From an optimization exercise on the open Yosys and OpenROAD flow, aimed at a short achievable clock period and few clock cycles; shortcuts taken in it are not production practice. The RTL was checked by simulation tests, not by an equivalence proof against the original design. No activity file was given, so power comes from the tool's default toggle rates.

### design/flow/design.v
module goemu_core #(
    parameter [31:0] MEM_SIZE = 32'd46416
) (
    input  wire        clk,
    input  wire        rst,           
    output reg         mem_valid,
    output reg         mem_we,
    output reg  [13:0] mem_addr,      
    output reg  [3:0]  mem_wstrb,
    output reg  [31:0] mem_wdata,
    input  wire        mem_ready,
    input  wire [31:0] mem_rdata,
    output wire        halted,
    output wire        faulted,
    output wire [1:0]  fault_cause,   
    output wire [31:0] pc_out,
    input  wire [4:0]  dbg_raddr,
    output wire [31:0] dbg_rdata
);
    localparam [1:0] S_FETCH = 2'd0, S_EXEC = 2'd1, S_MEM = 2'd2, S_STOP = 2'd3;
    localparam [1:0] F_NONE = 2'd0, F_UNKNOWN = 2'd1, F_UNALIGNED = 2'd2, F_OOB = 2'd3;
    reg [1:0]  state;
    reg [31:0] pc;
    reg [31:0] ir;
    reg [31:0] regs [1:31];
    reg        halt_r;
    reg [1:0]  cause_r;
    reg [31:0] ea_r;
    assign halted      = halt_r;
    assign faulted     = (cause_r != F_NONE);
    assign fault_cause = cause_r;
    assign pc_out      = pc;
    assign dbg_rdata   = (dbg_raddr == 5'd0) ? 32'd0 : regs[dbg_raddr];
    wire [6:0] opcode = ir[6:0];
    wire [4:0] rd     = ir[11:7];
    wire [2:0] funct3 = ir[14:12];
    wire [4:0] rs1    = ir[19:15];
    wire [4:0] rs2    = ir[24:20];
    wire [6:0] funct7 = ir[31:25];
    wire [31:0] imm_i = {{20{ir[31]}}, ir[31:20]};
    wire [31:0] imm_s = {{20{ir[31]}}, ir[31:25], ir[11:7]};
    wire [31:0] imm_b = {{19{ir[31]}}, ir[31], ir[7], ir[30:25], ir[11:8], 1'b0};
    wire [31:0] imm_u = {ir[31:12], 12'd0};
    wire [31:0] imm_j = {{11{ir[31]}}, ir[31], ir[19:12], ir[20], ir[30:21], 1'b0};
    wire is_lui    = (opcode == 7'b0110111);
    wire is_auipc  = (opcode == 7'b0010111);
    wire is_jal    = (opcode == 7'b1101111);
    wire is_jalr   = (opcode == 7'b1100111);
    wire is_branch = (opcode == 7'b1100011);
    wire is_load   = (opcode == 7'b0000011);
    wire is_store  = (opcode == 7'b0100011);
    wire is_opimm  = (opcode == 7'b0010011);
    wire is_op     = (opcode == 7'b0110011);
    wire is_fence  = (opcode == 7'b0001111);
    wire is_system = (opcode == 7'b1110011);
    reg legal;
    always @(*) begin
        case (1'b1)
            is_lui, is_auipc, is_jal: legal = 1'b1;
            is_jalr:   legal = (funct3 == 3'b000);
            is_branch: legal = (funct3 != 3'b010) && (funct3 != 3'b011);
            is_load:   legal = (funct3 == 3'b000) || (funct3 == 3'b001) || (funct3 == 3'b010) ||
                               (funct3 == 3'b100) || (funct3 == 3'b101);
            is_store:  legal = (funct3 == 3'b000) || (funct3 == 3'b001) || (funct3 == 3'b010);
            is_opimm:  legal = (funct3 == 3'b001) ? (funct7 == 7'b0000000) :
                               (funct3 == 3'b101) ? ((funct7 == 7'b0000000) || (funct7 == 7'b0100000)) :
                               1'b1;
            is_op:     legal = (funct7 == 7'b0000000) ||
                               ((funct7 == 7'b0100000) && ((funct3 == 3'b000) || (funct3 == 3'b101)));
            is_fence:  legal = (funct3 == 3'b000);
            is_system: legal = (ir == 32'h00000073) || (ir == 32'h00100073);
            default:   legal = 1'b0;
        endcase
    end
    wire [31:0] rv1 = (rs1 == 5'd0) ? 32'd0 : regs[rs1];
    wire [31:0] rv2 = (rs2 == 5'd0) ? 32'd0 : regs[rs2];
    wire [31:0] alu_b   = is_op ? rv2 : imm_i;
    wire [4:0]  shamt   = alu_b[4:0];
    wire        alt     = is_op ? funct7[5] : (funct3 == 3'b101 && funct7[5]);
    reg [31:0] alu_out;
    always @(*) begin
        case (funct3)
            3'b000: alu_out = (is_op && alt) ? rv1 - alu_b : rv1 + alu_b;
            3'b001: alu_out = rv1 << shamt;
            3'b010: alu_out = {31'd0, $signed(rv1) < $signed(alu_b)};
            3'b011: alu_out = {31'd0, rv1 < alu_b};
            3'b100: alu_out = rv1 ^ alu_b;
            3'b101: alu_out = alt ? $unsigned($signed(rv1) >>> shamt) : rv1 >> shamt;
            3'b110: alu_out = rv1 | alu_b;
            default: alu_out = rv1 & alu_b;
        endcase
    end
    reg taken;
    always @(*) begin
        case (funct3)
            3'b000:  taken = (rv1 == rv2);
            3'b001:  taken = (rv1 != rv2);
            3'b100:  taken = ($signed(rv1) < $signed(rv2));
            3'b101:  taken = ($signed(rv1) >= $signed(rv2));
            3'b110:  taken = (rv1 < rv2);
            default: taken = (rv1 >= rv2);
        endcase
    end
    wire [31:0] pc_plus4 = pc + 32'd4;
    wire [31:0] br_target  = pc + imm_b;
    wire [31:0] jal_target = pc + imm_j;
    wire [31:0] jalr_sum   = rv1 + imm_i;
    wire [31:0] jalr_target = {jalr_sum[31:1], 1'b0};
    wire [31:0] ea       = rv1 + (is_store ? imm_s : imm_i);
    wire [2:0]  acc_size = (funct3[1:0] == 2'b00) ? 3'd1 : (funct3[1:0] == 2'b01) ? 3'd2 : 3'd4;
    wire        ea_misaligned = (funct3[1:0] == 2'b01) ? ea[0] :
                                (funct3[1:0] == 2'b10) ? (ea[1:0] != 2'b00) : 1'b0;
    wire [32:0] ea_end   = {1'b0, ea} + {30'd0, acc_size};
    wire        ea_oob   = (ea_end > {1'b0, MEM_SIZE});
    wire        pc_misaligned = (pc[1:0] != 2'b00);
    wire [32:0] pc_end        = {1'b0, pc} + 33'd4;
    wire        pc_oob        = (pc_end > {1'b0, MEM_SIZE});
    wire [1:0]  ea_lane = ea_r[1:0];
    wire [31:0] ld_shift = mem_rdata >> {ea_lane, 3'b000};
    reg  [31:0] load_val;
    always @(*) begin
        case (funct3)
            3'b000:  load_val = {{24{ld_shift[7]}}, ld_shift[7:0]};
            3'b001:  load_val = {{16{ld_shift[15]}}, ld_shift[15:0]};
            3'b100:  load_val = {24'd0, ld_shift[7:0]};
            3'b101:  load_val = {16'd0, ld_shift[15:0]};
            default: load_val = ld_shift;
        endcase
    end
    wire [31:0] st_data = (funct3[1:0] == 2'b00) ? {4{rv2[7:0]}} :
                          (funct3[1:0] == 2'b01) ? {2{rv2[15:0]}} : rv2;
    wire [3:0]  st_strb = (funct3[1:0] == 2'b00) ? (4'b0001 << ea_r[1:0]) :
                          (funct3[1:0] == 2'b01) ? (4'b0011 << ea_r[1:0]) : 4'b1111;
    always @(*) begin
        mem_valid = 1'b0;
        mem_we    = 1'b0;
        mem_addr  = pc[15:2];
        mem_wstrb = 4'b0000;
        mem_wdata = st_data;
        if (state == S_FETCH && !pc_misaligned && !pc_oob) begin
            mem_valid = 1'b1;
        end else if (state == S_MEM) begin
            mem_valid = 1'b1;
            mem_addr  = ea_r[15:2];
            if (is_store) begin
                mem_we    = 1'b1;
                mem_wstrb = st_strb;
            end
        end
    end
    reg        rf_we;
    reg [31:0] rf_wdata;
    always @(*) begin
        rf_we    = 1'b0;
        rf_wdata = alu_out;
        if (state == S_EXEC && legal) begin
            if (is_lui)                 begin rf_we = 1'b1; rf_wdata = imm_u; end
            else if (is_auipc)          begin rf_we = 1'b1; rf_wdata = pc + imm_u; end
            else if (is_jal || is_jalr) begin rf_we = 1'b1; rf_wdata = pc_plus4; end
            else if (is_opimm || is_op) begin rf_we = 1'b1; rf_wdata = alu_out; end
        end else if (state == S_MEM && is_load && mem_ready) begin
            rf_we    = 1'b1;
            rf_wdata = load_val;
        end
    end
    integer i;
    always @(posedge clk) begin
        if (rst) begin
            for (i = 1; i < 32; i = i + 1)
                regs[i] <= 32'd0;
        end else if (rf_we && rd != 5'd0) begin
            regs[rd] <= rf_wdata;
        end
    end
    always @(posedge clk) begin
        if (rst) begin
            state   <= S_FETCH;
            pc      <= 32'd0;
            ir      <= 32'd0;
            halt_r  <= 1'b0;
            cause_r <= F_NONE;
            ea_r    <= 32'd0;
        end else begin
            case (state)
                S_FETCH: begin
                    if (pc_misaligned) begin
                        cause_r <= F_UNALIGNED;
                        state   <= S_STOP;
                    end else if (pc_oob) begin
                        cause_r <= F_OOB;
                        state   <= S_STOP;
                    end else if (mem_ready) begin
                        ir    <= mem_rdata;
                        state <= S_EXEC;
                    end
                end
                S_EXEC: begin
                    if (!legal) begin
                        cause_r <= F_UNKNOWN;
                        state   <= S_STOP;
                    end else if (is_system) begin
                        halt_r <= 1'b1;
                        state  <= S_STOP;
                    end else if (is_load || is_store) begin
                        if (ea_misaligned) begin
                            cause_r <= F_UNALIGNED;
                            state   <= S_STOP;
                        end else if (ea_oob) begin
                            cause_r <= F_OOB;
                            state   <= S_STOP;
                        end else begin
                            ea_r  <= ea;
                            state <= S_MEM;
                        end
                    end else begin
                        if (is_jal)
                            pc <= jal_target;
                        else if (is_jalr)
                            pc <= jalr_target;
                        else if (is_branch && taken)
                            pc <= br_target;
                        else
                            pc <= pc_plus4;
                        state <= S_FETCH;
                    end
                end
                S_MEM: begin
                    if (mem_ready) begin
                        pc    <= pc_plus4;
                        state <= S_FETCH;
                    end
                end
                default: ;
            endcase
        end
    end
endmodule
### design/flow/run.sh
#!/bin/bash
# synth_recipe.tcl (not shown) runs the flow's synth.tcl, then flattens the netlist and writes it again
# the make line also repeats each setting of config.mk as NAME=value (left out here)
make -C /OpenROAD-flow-scripts/flow DESIGN_CONFIG=/design/flow/config.mk WORK_HOME=/design/flow/orfs CLKGATE_MAP_FILE= SYNTH_SCRIPT=/design/flow/synth_recipe.tcl finish
### design/flow/config.mk
export PLATFORM = sky130hd
export DESIGN_NAME = goemu_core
export DESIGN_NICKNAME = goemu_core
export VERILOG_FILES = /design/flow/design.v
export SDC_FILE = /design/flow/constraint.sdc
export NUM_CORES = 4
export LEC_CHECK = 0
export CAP_MARGIN = 20
export CORE_MARGIN = 2
export CORE_UTILIZATION = 30
export PLACE_DENSITY = 0.5
export SLEW_MARGIN = 20
### design/flow/constraint.sdc
create_clock -name core_clock -period 13.0 [get_ports {clk}]
set_input_delay 2.6000 -clock core_clock [delete_from_list [all_inputs] [get_ports {clk}]]
set_output_delay 2.6000 -clock core_clock [all_outputs]
set_load 0.01 [all_outputs]
==> flow_summary_export.csv <==
group,metric,value,unit
final_layout,nets,8261,
sta,post-route-min-period,9380,ps
critical_path,worst_setup_path_end_kind,"flop",
clocking,cts_root_buf,"clkbuf_16",
sta,final.setup.tns,0,ps
sta,final_max_slew_viol_count,0,
synth,synth_compound_area_frac,0.135,
clocking,cts_num_sinks,1118,
route,drt-vias-per-instance,6.57,
route,wl_per_cell,40.4,um
clocking,cts.path.max_buffers,4,
critical_path,path_cells,"buf_12 > buf_4 > mux4_2 > and3_1 > a31oi_1 > nand4_1 > nand2_1 > inv_1 > ha_1 > nand4_1 > nor3_1 > nand3_1 > a211oi_1 > o311a_1 > nand4_1 > nor4b_1 > o22ai_1 > nor4_1 > nand4_1 > o311ai_0 > o311ai_0",
sta,finalHoldViolCount,0,
synth,synth_top_family_by_area,"multiplexers",
critical_path,worst-path-max-fanout,72,
status,status,"finished clean",
sta,fmax,107,MHz
hold_path,holdCritStartpoint,"ea_r[3]",
synth,synth_edf_count,1024,
synth,syn_area_per_cell,10.8,um2
grt,grt_pass1_vias,74500,
critical_path,r2r_end,"state[0]",
final_layout,drive_above_1_share,0.199,
sta,slew_headroom,0.143,
synth,synthArstFlopShare,0,
route,drtIter0Drc,12100,
grt,grt_max_degree,139,
flow_run,maxCapViolCount,0,
clocking,cts_hold_buf,0,
critical_path,critPathArrivalTime,10020,ps
synth,synth-simple-area-share,0.132,
critical_path,r2r_setup_slack,3620,ps
synth,synth_warnings,1,
route,vias,78700,
floorplanning,core_area,290000,um2
critical_path,cp.required,13640,ps
place,placed_area,93300,um2
route,wirelength,484,mm
grt,grt_pass1_wl,648,mm
sta,rsz0062_at_grt,"false",
synth,ys.flop_type,"edfxtp_1",
clocking,numCtsBuffers,146,
sta,report.final.setup_viol,0,
pwr,powerDensity,222,nW/um2
sta,worst_clock_skew,87.3,ps
route,drtAntennaViolNets,0,
critical_path,cp.depth,21,
synth,synth_fa_ha_area_frac,0.0348,
critical_path,crit_end,"state[0]",
floorplanning,die_y,543,um
clocking,clkLatencyLatePin,860,ps
synth,synthMuxAreaShare,0.259,
synth,ys_seq_area_frac,0.374,
synth,syn_area,87300,um2
place,gp_congestion,1.05,
critical_path,critPathSlowestCell,"ha_1",
hold_path,hold_class,"reg -> reg",
sta,min_period_over_period,0.721,
synth,synth.distinct_cells,115,
grt,antenna_found_initial,31,
place,place_inst,11700,
floorplanning,start_util,0.301,
route,route.detailed.drc,0,
clocking,post_cts_buffers,0,
pwr,leakagePower,32.8,nW
critical_path,critPathBufInv,3,
critical_path,cpMostUsedCell,"nand4_1",
synth,synth_xor_area_frac,0.0164,
pwr,irDropWorstVdd,0.180,mV
floorplanning,num_io_pins,160,
pwr,power.total,21.7,mW
route,drt_pass1_iterations,9,
critical_path,start_kind,"flop",
floorplanning,num_rows,198,
floorplanning,die-area,295000,um2
final_layout,nFillCells,29200,
place,dpl_worst_slack,3680,ps
grt,grt_remaining_overflow,0,
synth,syn_inst,8112,
sta,setup_ws,3620,ps
sta,worst_pin_slew,1290,ps
clocking,cts_tree,"done",
critical_path,reg2reg_depth,21,
synth,ys_ff_latch,1118,
clocking,htreeDepth,4,
floorplanning,fp.dieW,543,um
place,io_buffer_count,158,
critical_path,cp_top_family,"simple AND/OR/NAND/NOR gates",
final_layout,final_cells,12000,
critical_path,crit_type,"reg -> reg",
final_layout,finalInstanceArea,97800,um2
grt,track_usage,0.318,
clocking,post_cts_resize_count,0,
critical_path,cp_slowest_stage_delay,770,ps
final_layout,area_growth_syn_to_layout,12.0,%
place,dpl.hpwl,327,mm
clocking,clkTransAtPathRegs,60,ps
## registers in the layout, summed over array words and instances, names as in the netlist, named ones only
| register | cells |
|---|---|
| regs | 1024 |
| cause_r | 2 |
| pc | 31 |
| ir | 32 |
| ea_r | 16 |
| state | 2 |
| halt_r | 1 |
## stage by stage
| step | hold slack (ps) | util |
|---|---|---|
| finish | 488 | 0.337 |
| global route | 516 | 0.337 |
| CTS | 487 | 0.337 |
| detailed placement | 481 | 0.322 |
| global placement | 479 | 0.322 |
| floorplan | 447 | - |
## Yosys cell counts (54+ instances only)
| library cell | count | area, um2 |
|---|---|---|
| xnor2_1 | 108 | 946 |
| nand2_1 | 522 | 1960 |
| mux2i_1 | 360 | 3600 |
| mux4_2 | 800 | 18000 |
| a31oi_1 | 54 | 338 |
| nand4_1 | 64 | 400 |
| a21oi_1 | 506 | 2530 |
| a211oi_1 | 92 | 691 |
| dfxtp_1 | 94 | 1880 |
| nor3_1 | 139 | 696 |
| nand3_1 | 175 | 876 |
| o21ai_0 | 315 | 1580 |
| mux2_2 | 62 | 698 |
| buf_2 | 153 | 766 |
| buf_1 | 79 | 297 |
| o21a_1 | 58 | 435 |
| a22oi_1 | 80 | 601 |
| o211ai_1 | 94 | 706 |
| inv_1 | 186 | 698 |
| nor2_1 | 1330 | 4990 |
| a21o_1 | 74 | 556 |
| ha_1 | 230 | 2880 |
| o22ai_1 | 62 | 388 |
| clkbuf_1 | 456 | 1710 |
| xor2_1 | 55 | 482 |
| edfxtp_1 | 1024 | 30700 |
## per-layer routing
metal | vias up | track usage | part of all wire
met5 | - | 0 | 0.00022
met4 | 18 | 0.232 | 0.085
met3 | 1368 | 0.0809 | 0.11
met2 | 6146 | 0.482 | 0.44
met1 | 40200 | 0.393 | 0.37
li1 | 31000 | - | -
## worst min-delay path: cells and delay by family, from the launching register on
family / cells / cell delay, ps
AOI/OAI and AO/OA: 2 / 130
DFF: 1 / 310
## cell type report
| cell class | instances | area [um2] | area share |
|---|---|---|---|
| Antenna cell | 15 | 37.5 | 0.000384 |
| Timing Repair Buffer | 452 | 3970 | 0.0406 |
| Clock inverter | 62 | 564 | 0.00577 |
| Multi-Input combinational cell | 6057 | 51100 | 0.522 |
| Inverter | 208 | 781 | 0.00799 |
| Sequential cell | 1118 | 32700 | 0.334 |
| Tap cell | 3900 | 4880 | 0.0499 |
| Clock buffer | 178 | 3800 | 0.0389 |
## how the worst min path moves through the flow
stage | to | cells after the start
after CTS | ea_r[3] | 2
after floorplan | ea_r[12] | 2
final | ea_r[3] | 2
after global placement | ea_r[2] | 2
after detailed placement | ea_r[3] | 2
after global routing | ea_r[2] | 2
## power by group
| group | internal [mW] | switching (mW) | total [mW] |
|---|---|---|---|
| clock | 2.25 | 1.68 | 3.92 |
| combinational | 3.92 | 9.34 | 13.3 |
| sequential | 4.17 | 0.374 | 4.54 |
| total | 10.3 | 11.4 | 21.7 |
## logic make-up after synthesis
family          Yosys count
flops                  1118
compound gates         1786
xor+xnor                163
mux                    1233
simple gates           2604
other cells               1
fa+ha+maj               238
buf+inv                 969
## placed cells by master, fill, tap and decap left out, types with 57 or more instances in the layout
cell and n:
a22oi_1 78, xnor2_1 108, a21o_1 74, edfxtp_1 1024, mux2_2 62, clkdlybuf4s50_1 152
nand4_1 64, dfxtp_1 80, ha_1 230, nand2_1 458, nor3_1 136, nand3_1 173
inv_1 183, mux2i_1 360, a211oi_1 87, a21oi_1 504, buf_4 282, nor2_1 1323
clkbuf_16 146, mux4_2 800, o21ai_0 310, o21a_1 57, o22ai_1 59, o211ai_1 94
Testbench counts, summed over its fixed seeds: cycles 142,036.

## what the ideal ports hide
Ports are ideal in the flow. The routed layout listed here was re-timed in OpenROAD.
Step 1, drivers: a clkbuf_16 drives clk and a buf_2 each remaining input, both assumed.
Step 2 adds t to the input delays and takes it off the output delays; t is the mean of the earliest and latest rising clock arrival at the registers after step 1. Input paths then give back, and output paths get back, about the clock's delay inside the block.
a / b / c = no drivers / after step 1 / after step 2; a / b = the first two.
shift t [ns]: 0.920
setup WS [ns]: 3.624 / 3.624 / 3.624
hold WS [ns]: 0.488 / 0.488 / 0.488
clock arrival spread, ns: 0.087 / 0.088
cell pins on the clock port's net: 1
After both steps setup and hold are still met in this run. The setup slack of this run moves by 0.000 ns with the drivers and by 0.000 ns with both steps.
